Context: an optimization exercise on an open-source flow, tuned for small area, a short achievable clock period and few clock cycles. The choices shown serve that exercise and are no tape-out recipe. At most, simulation tests tie the RTL to the original design; equivalence was not proved. No activity file was given, so power comes from the tool's default toggle rates.

==> try-nickel: inputs <==
==> flow/design.v (excerpt) <==
module nasa_scale_enc (
    input  wire        clk,
    input  wire        rst,
    input  wire        start,
    input  wire [31:0] q_num,       
    input  wire [15:0] q_den,       
    input  wire [15:0] a_num,       
    input  wire [15:0] a_den,       
    input  wire [1:0]  width,       
    input  wire        is_signed,
    output wire        ready,
    output reg         done,
    output wire [31:0] bytes_out,
    output reg         range_err
);
==> module nasa_scale_enc, before the edit <==
module nasa_scale_enc (
    input  wire        clk,
    input  wire        rst,
    input  wire        start,
    input  wire [31:0] q_num,       
    input  wire [15:0] q_den,       
    input  wire [15:0] a_num,       
    input  wire [15:0] a_den,       
    input  wire [1:0]  width,       
    input  wire        is_signed,
    output wire        ready,
    output reg         done,
    output wire [31:0] bytes_out,
    output reg         range_err
);
    reg         s_idle, s_mul, s_align, s_div, s_rnd, s_fin;
    reg         mul1;        
    reg         first;       
    reg  [5:0]  cnt;
    reg         neg;         
    reg  [1:0]  w_r;
    reg         s_r;
    reg         ovf_hi;      
    reg         rnd;         
    reg  [65:0] x;
    reg  [31:0] qx;          
    reg  [31:0] pd;          
    wire w8  = (w_r == 2'd0);
    wire w16 = (w_r == 2'd1);
    wire [15:0] mr_or = x[31:16] | pd[15:0];
    reg  [3:0]  top;
    integer i;
    always @* begin
        top = 4'd0;
        for (i = 0; i < 16; i = i + 1)
            if (mr_or[i]) top = i[3:0];
    end
    wire        bn    = x[16];
    wire        sub   = first || !x[65];
    wire [33:0] add_a = x[65:32] & {34{!s_fin}};
    wire [33:0] add_b = s_mul ? {2'd0, qx & {32{bn}}} :
                        s_fin ? {2'd0, x[32:1]} :
                                {{2{sub}}, pd ^ {32{sub}}};
    wire        add_c = s_mul ? (bn & neg) : s_fin ? (rnd ^ neg) : sub;
    wire [33:0] sum   = add_a + add_b + {33'd0, add_c};
    wire        q_bit = !sum[33];
    wire        bd    = pd[0];
    wire [16:0] sum_d = {1'b0, pd[31:16]} + (bd ? {1'b0, x[15:0]} : 17'd0);
    wire [31:0] qs    = x[32:1];
    wire hi7  = qs[7],  hi15 = qs[15], hi31 = qs[31];
    wire lo7z = ~|qs[6:0],  lo15z = ~|qs[14:0],  lo31z = ~|qs[30:0];
    wire lo7o = &qs[6:0],   lo15o = &qs[14:0],   lo31o = &qs[30:0];
    wire hiK  = neg ^ (w8 ? hi7  : w16 ? hi15  : hi31);
    wire sz   = w8 ? lo7z : w16 ? lo15z : lo31z;
    wire so   = w8 ? lo7o : w16 ? lo15o : lo31o;
    wire loKz = neg ? so : sz;                           
    wire loKo = neg ? sz : so;                           
    wire mag0 = !hiK && loKz && !rnd;                    
    wire in_range = s_r ? (neg ? (!hiK || (loKz && !rnd))              
                               : (!hiK && !(loKo && rnd)))             
                        : (neg ? mag0
                               : !(hiK && loKo && rnd));               
    assign ready = s_idle;
    assign bytes_out = x[31:0];
    wire [31:0] wmask = {{16{!w8 && !w16}}, {8{!w8}}, 8'hff};
    wire       mul_last = mul1 ? ~|mr_or[15:1] : (cnt == 6'd0);
    wire [3:0] top_m1   = top - 4'd1;
    wire       ovf0     = first && (ovf_hi || q_bit);    
    wire [5:0] n_div    = w8 ? 6'd9 : w16 ? 6'd17 : 6'd33;
    always @(posedge clk) begin
        if (s_idle) begin
            x   <= {34'd0, a_den, q_den};
            pd  <= {16'd0, a_num};
            qx  <= q_num ^ {32{q_num[31]}};
            neg <= q_num[31];
            w_r <= width;
            s_r <= is_signed;
        end
        if (s_mul) begin
            pd       <= {sum_d, pd[15:1]};
            x[65:16] <= {2'd0, sum[32:0], x[31:17]};
            if (mul_last) x[15:0] <= 16'd0;
            cnt      <= mul_last ? n_div : mul1 ? {2'd0, top_m1} : cnt - 6'd1;
            ovf_hi   <= 1'b0;
        end
        if (s_align) begin
            x      <= w8 ? {x[57:0], 8'd0} : {16'd0, x[65:16]};
            ovf_hi <= w8 && (|x[63:57]);
        end
        if (s_div) begin
            x         <= {sum[32:0], x[31:0] & {32{!ovf0}}, (q_bit ^ neg) && !first};
            cnt       <= cnt - 6'd1;
            range_err <= 1'b1;
        end
        if (s_rnd) begin
            rnd <= (x[0] ^ neg) && ((|x[64:33]) || (x[1] ^ neg));
        end
        if (s_fin) begin
            x[31:0]   <= sum[31:0] & wmask & {32{in_range}};
            range_err <= !in_range;
        end
    end
    always @(posedge clk) begin
        if (rst) begin
            s_idle  <= 1'b1;
            s_mul   <= 1'b0;
            s_align <= 1'b0;
            s_div   <= 1'b0;
            s_rnd   <= 1'b0;
            s_fin   <= 1'b0;
            done    <= 1'b0;
            first   <= 1'b0;
            mul1    <= 1'b0;
        end else begin
            done <= 1'b0;
            mul1 <= 1'b0;
            if (s_idle && start) begin
                s_idle <= 1'b0;
                s_mul  <= 1'b1;
                mul1   <= 1'b1;
            end
            if (s_mul && mul_last) begin
                s_mul   <= 1'b0;
                s_align <= !w16;
                s_div   <= w16;
                first   <= 1'b1;
            end
            if (s_align) begin
                s_align <= 1'b0;
                s_div   <= 1'b1;
            end
            if (s_div) begin
                first <= 1'b0;
                if (ovf0) begin
                    s_div  <= 1'b0;
                    s_idle <= 1'b1;
                    done   <= 1'b1;
                end else if (cnt == 6'd0) begin
                    s_div <= 1'b0;
                    s_rnd <= 1'b1;
                end
            end
            if (s_rnd) begin
                s_rnd <= 1'b0;
                s_fin <= 1'b1;
            end
            if (s_fin) begin
                s_fin  <= 1'b0;
                s_idle <= 1'b1;
                done   <= 1'b1;
            end
        end
    end
endmodule
Settings: LEC_CHECK=0, CAP_MARGIN=20, CORE_MARGIN=2, CORE_UTILIZATION=40, SLEW_MARGIN=20; clock period 12.0 ns.
standard.sh (not shown) runs the stock make flow with config.mk's settings and CLKGATE_MAP_FILE= SYNTH_SCRIPT=/design/flow/synth_recipe.tcl, a recipe that flattens the netlist after the stock synthesis.
==> flow/flow/run.sh <==
#!/bin/bash
bash standard.sh SETUP_SLACK_MARGIN=8 finish > standard.log 2>&1
==> inputs of try-harbor, as changes to try-nickel <==
--- a/flow/design.v
+++ b/flow/design.v
@@ -15,3 +15,3 @@
 );
-    reg         s_idle, s_mul, s_align, s_div, s_rnd, s_fin;
+    reg         s_idle, s_mul, s_chk, s_align, s_div, s_ovf, s_fin;
     reg         mul1;        
@@ -23,3 +23,2 @@
     reg         ovf_hi;      
-    reg         rnd;         
     reg  [65:0] x;
@@ -38,3 +37,3 @@
     wire        bn    = x[16];
-    wire        sub   = first || !x[65];
+    wire        sub   = first || s_chk || !x[65];
     wire [33:0] add_a = x[65:32] & {34{!s_fin}};
@@ -43,3 +42,4 @@
                                 {{2{sub}}, pd ^ {32{sub}}};
-    wire        add_c = s_mul ? (bn & neg) : s_fin ? (rnd ^ neg) : sub;
+    wire        rnd   = (x[0] ^ neg) && ((|x[64:33]) || (x[1] ^ neg));
+    wire        add_c = s_mul ? (bn & neg) : s_fin ? 1'b1 : sub;
     wire [33:0] sum   = add_a + add_b + {33'd0, add_c};
@@ -68,3 +68,3 @@
     wire       ovf0     = first && (ovf_hi || q_bit);    
-    wire [5:0] n_div    = w8 ? 6'd9 : w16 ? 6'd17 : 6'd33;
+    wire [5:0] n_div    = w8 ? 6'd9 : 6'd17;
     always @(posedge clk) begin
@@ -81,3 +81,3 @@
             x[65:16] <= {2'd0, sum[32:0], x[31:17]};
-            if (mul_last) x[15:0] <= 16'd0;
+            if (mul_last) x[15:0] <= {1'b0, {15{neg}}};
             cnt      <= mul_last ? n_div : mul1 ? {2'd0, top_m1} : cnt - 6'd1;
@@ -88,5 +88,6 @@
             ovf_hi <= w8 && (|x[63:57]);
+            if (!w8) cnt <= 6'd33;
         end
         if (s_div) begin
-            x         <= {sum[32:0], x[31:0] & {32{!ovf0}}, (q_bit ^ neg) && !first};
+            x         <= {sum[32:0], x[31:0], q_bit ^ neg};
             cnt       <= cnt - 6'd1;
@@ -94,7 +95,7 @@
         end
-        if (s_rnd) begin
-            rnd <= (x[0] ^ neg) && ((|x[64:33]) || (x[1] ^ neg));
+        if (s_ovf) begin
+            x[31:0]   <= 32'd0;
         end
         if (s_fin) begin
-            x[31:0]   <= sum[31:0] & wmask & {32{in_range}};
+            x[31:0]   <= ((rnd ^ neg) ? sum[31:0] : x[32:1]) & wmask & {32{in_range}};
             range_err <= !in_range;
@@ -106,5 +107,6 @@
             s_mul   <= 1'b0;
+            s_chk   <= 1'b0;
             s_align <= 1'b0;
             s_div   <= 1'b0;
-            s_rnd   <= 1'b0;
+            s_ovf   <= 1'b0;
             s_fin   <= 1'b0;
@@ -123,5 +125,11 @@
                 s_mul   <= 1'b0;
-                s_align <= !w16;
+                s_align <= w8;
+                s_chk   <= w_r[1];
                 s_div   <= w16;
                 first   <= 1'b1;
+            end
+            if (s_chk) begin
+                s_chk   <= 1'b0;
+                s_align <= q_bit;        
+                s_div   <= !q_bit;
             end
@@ -135,12 +143,12 @@
                     s_div  <= 1'b0;
-                    s_idle <= 1'b1;
-                    done   <= 1'b1;
+                    s_ovf  <= 1'b1;
                 end else if (cnt == 6'd0) begin
                     s_div <= 1'b0;
-                    s_rnd <= 1'b1;
+                    s_fin <= 1'b1;
                 end
             end
-            if (s_rnd) begin
-                s_rnd <= 1'b0;
-                s_fin <= 1'b1;
+            if (s_ovf) begin
+                s_ovf  <= 1'b0;
+                s_idle <= 1'b1;
+                done   <= 1'b1;
             end
==> inputs of try-cedar, as changes to try-nickel <==
--- a/flow/design.v
+++ b/flow/design.v
@@ -15,5 +15,6 @@
 );
-    reg         s_idle, s_mul, s_align, s_div, s_rnd, s_fin;
+    reg         s_idle, s_mul, s_chk, s_align, s_div, s_ovf, s_fin;
     reg         mul1;        
     reg         first;       
+    reg         chk2;        
     reg  [5:0]  cnt;
@@ -23,3 +24,2 @@
     reg         ovf_hi;      
-    reg         rnd;         
     reg  [65:0] x;
@@ -38,3 +38,3 @@
     wire        bn    = x[16];
-    wire        sub   = first || !x[65];
+    wire        sub   = !x[65];
     wire [33:0] add_a = x[65:32] & {34{!s_fin}};
@@ -43,3 +43,4 @@
                                 {{2{sub}}, pd ^ {32{sub}}};
-    wire        add_c = s_mul ? (bn & neg) : s_fin ? (rnd ^ neg) : sub;
+    wire        rnd   = (x[0] ^ neg) && ((|x[64:33]) || (x[1] ^ neg));
+    wire        add_c = s_mul ? (bn & neg) : s_fin ? 1'b1 : sub;
     wire [33:0] sum   = add_a + add_b + {33'd0, add_c};
@@ -68,3 +69,3 @@
     wire       ovf0     = first && (ovf_hi || q_bit);    
-    wire [5:0] n_div    = w8 ? 6'd9 : w16 ? 6'd17 : 6'd33;
+    wire [5:0] n_div    = w8 ? 6'd9 : 6'd17;
     always @(posedge clk) begin
@@ -81,3 +82,3 @@
             x[65:16] <= {2'd0, sum[32:0], x[31:17]};
-            if (mul_last) x[15:0] <= 16'd0;
+            if (mul_last) x[15:0] <= {1'b0, {15{neg}}};
             cnt      <= mul_last ? n_div : mul1 ? {2'd0, top_m1} : cnt - 6'd1;
@@ -86,7 +87,8 @@
         if (s_align) begin
-            x      <= w8 ? {x[57:0], 8'd0} : {16'd0, x[65:16]};
+            x      <= w8 ? {x[57:0], 8'd0} : {8'd0, x[65:8]};
             ovf_hi <= w8 && (|x[63:57]);
+            if (!w8) cnt <= chk2 ? 6'd33 : 6'd25;
         end
         if (s_div) begin
-            x         <= {sum[32:0], x[31:0] & {32{!ovf0}}, (q_bit ^ neg) && !first};
+            x         <= {sum[32:0], x[31:0], first ? (neg && !cnt[5]) : (q_bit ^ neg)};
             cnt       <= cnt - 6'd1;
@@ -94,7 +96,7 @@
         end
-        if (s_rnd) begin
-            rnd <= (x[0] ^ neg) && ((|x[64:33]) || (x[1] ^ neg));
+        if (s_ovf) begin
+            x[31:0]   <= 32'd0;
         end
         if (s_fin) begin
-            x[31:0]   <= sum[31:0] & wmask & {32{in_range}};
+            x[31:0]   <= ((rnd ^ neg) ? sum[31:0] : x[32:1]) & wmask & {32{in_range}};
             range_err <= !in_range;
@@ -106,5 +108,6 @@
             s_mul   <= 1'b0;
+            s_chk   <= 1'b0;
             s_align <= 1'b0;
             s_div   <= 1'b0;
-            s_rnd   <= 1'b0;
+            s_ovf   <= 1'b0;
             s_fin   <= 1'b0;
@@ -113,2 +116,3 @@
             mul1    <= 1'b0;
+            chk2    <= 1'b0;
         end else begin
@@ -123,5 +127,12 @@
                 s_mul   <= 1'b0;
-                s_align <= !w16;
+                s_align <= w8;
+                s_chk   <= w_r[1];
                 s_div   <= w16;
                 first   <= 1'b1;
+                chk2    <= 1'b0;
+            end
+            if (s_chk) begin
+                s_chk   <= 1'b0;
+                s_align <= q_bit;        
+                s_div   <= !q_bit;
             end
@@ -129,3 +140,5 @@
                 s_align <= 1'b0;
-                s_div   <= 1'b1;
+                s_chk   <= w_r[1] && !chk2;
+                s_div   <= !w_r[1] || chk2;
+                chk2    <= 1'b1;
             end
@@ -135,12 +148,13 @@
                     s_div  <= 1'b0;
-                    s_idle <= 1'b1;
-                    done   <= 1'b1;
-                end else if (cnt == 6'd0) begin
+                    s_ovf  <= 1'b1;
+                end
+                if (cnt == 6'd0) begin
                     s_div <= 1'b0;
-                    s_rnd <= 1'b1;
+                    s_fin <= 1'b1;
                 end
             end
-            if (s_rnd) begin
-                s_rnd <= 1'b0;
-                s_fin <= 1'b1;
+            if (s_ovf) begin
+                s_ovf  <= 1'b0;
+                s_idle <= 1'b1;
+                done   <= 1'b1;
             end
==> flow/flow/run.sh (replaced) <==
#!/bin/bash
bash standard.sh SETUP_SLACK_MARGIN=8 TNS_END_PERCENT=0 finish > standard.log 2>&1
==> comparison <==
try-cedar passed the timing, DRC and antenna checks. try-harbor ran to the end with no violations. try-nickel ran to the end with no violations.
Die area: try-cedar > try-harbor > try-nickel.
The lowest via count belongs to try-nickel, the highest to try-harbor.
Between try-cedar and try-nickel, the lower routed wire length is in try-cedar (gap 0.54%, measured against try-nickel).
Final cell count, lowest first: try-nickel, try-cedar, try-harbor.
In try-nickel the global-route usage is higher than in try-cedar, by 1.7 points.
The lowest design area belongs to try-cedar, the highest to try-nickel.
Between try-cedar and try-nickel, the lower synthesized cell count is in try-nickel (gap 8.8%, measured against try-nickel).
==> figures <==
Outcome: try-nickel finished clean; try-harbor finished clean; try-cedar finished clean
Multiplexer share of the synthesized area: try-nickel 5.71%; try-harbor 6.81%; try-cedar 7.63%
Kind of capture point of the worst setup path: try-nickel register; try-harbor register; try-cedar primary output
Total sequential power: try-nickel 0.000793 W; try-harbor 0.000872 W; try-cedar 0.000820 W
Total routing usage reported by global routing: try-nickel 29.7%; try-harbor 30.1%; try-cedar 28.0%
Timing startpoint of the critical path: try-nickel x[65]; try-harbor x[65]; try-cedar x[26]
Number of fillers in the final layout: try-nickel 2775; try-harbor 2860; try-cedar 2979
Number of logic inverters in the finished layout: try-nickel 30; try-harbor 37; try-cedar 37
Synth Cell Area: try-nickel 12200 um^2; try-harbor 12300 um^2; try-cedar 12500 um^2
TritonRoute pass-1 iters: try-nickel 5; try-harbor 6; try-cedar 8
Chip Width: try-nickel 179 um; try-harbor 179 um; try-cedar 181 um
Number of instances in the synthesized netlist: try-nickel 1332; try-harbor 1424; try-cedar 1449
Clock skew after layout: try-nickel 0.0181 ns; try-harbor 0.0185 ns; try-cedar 0.0140 ns
Number of gates on the worst path with buffers counted: try-nickel 20; try-harbor 17; try-cedar 1
Startpoint of the lowest-slack hold path: try-nickel s_rnd; try-harbor s_ovf; try-cedar s_ovf
Testbench counts of try-cedar, summed over its fixed seeds: cycles 76,081.
Only the layout flow was run in try-nickel and try-harbor; the RTL was not checked for function there.

-- what the ideal ports hide --
In the flow no input, the clock included, has a driving cell. The finished layouts below were timed again as built, in two steps.
Step 1 (the two cells are an assumption about what drives the block):
set clk [get_ports {clk}]
set_driving_cell -lib_cell sky130_fd_sc_hd__clkbuf_16 $clk
set_driving_cell -lib_cell sky130_fd_sc_hd__buf_2 [delete_from_list [all_inputs] $clk]
Step 2, shift: input delay + t, output delay - t, t = (earliest + latest rising clock arrival at the registers) / 2. This alone moves slack from input paths to output paths.
Slacks: ideal / step 1 / step 2; pairs: ideal / step 1.
run	t (ns)	slack for setup (ns)	hold slack, ns	worst register clock-pin slew, ns
try-nickel	0.490	7.728 / 7.728 / 7.728	0.528 / 0.528 / 0.528	0.09 / 0.09
try-harbor	0.495	7.851 / 7.851 / 7.686	0.442 / 0.442 / 0.442	0.08 / 0.08
try-cedar	0.483	7.668 / 7.621 / 7.739	0.489 / 0.489 / 0.489	0.08 / 0.08
After both steps setup and hold are still met in every run listed. The setup slack of try-harbor, which loses most, moves by 0.000 ns with the drivers and by -0.165 ns with both steps.
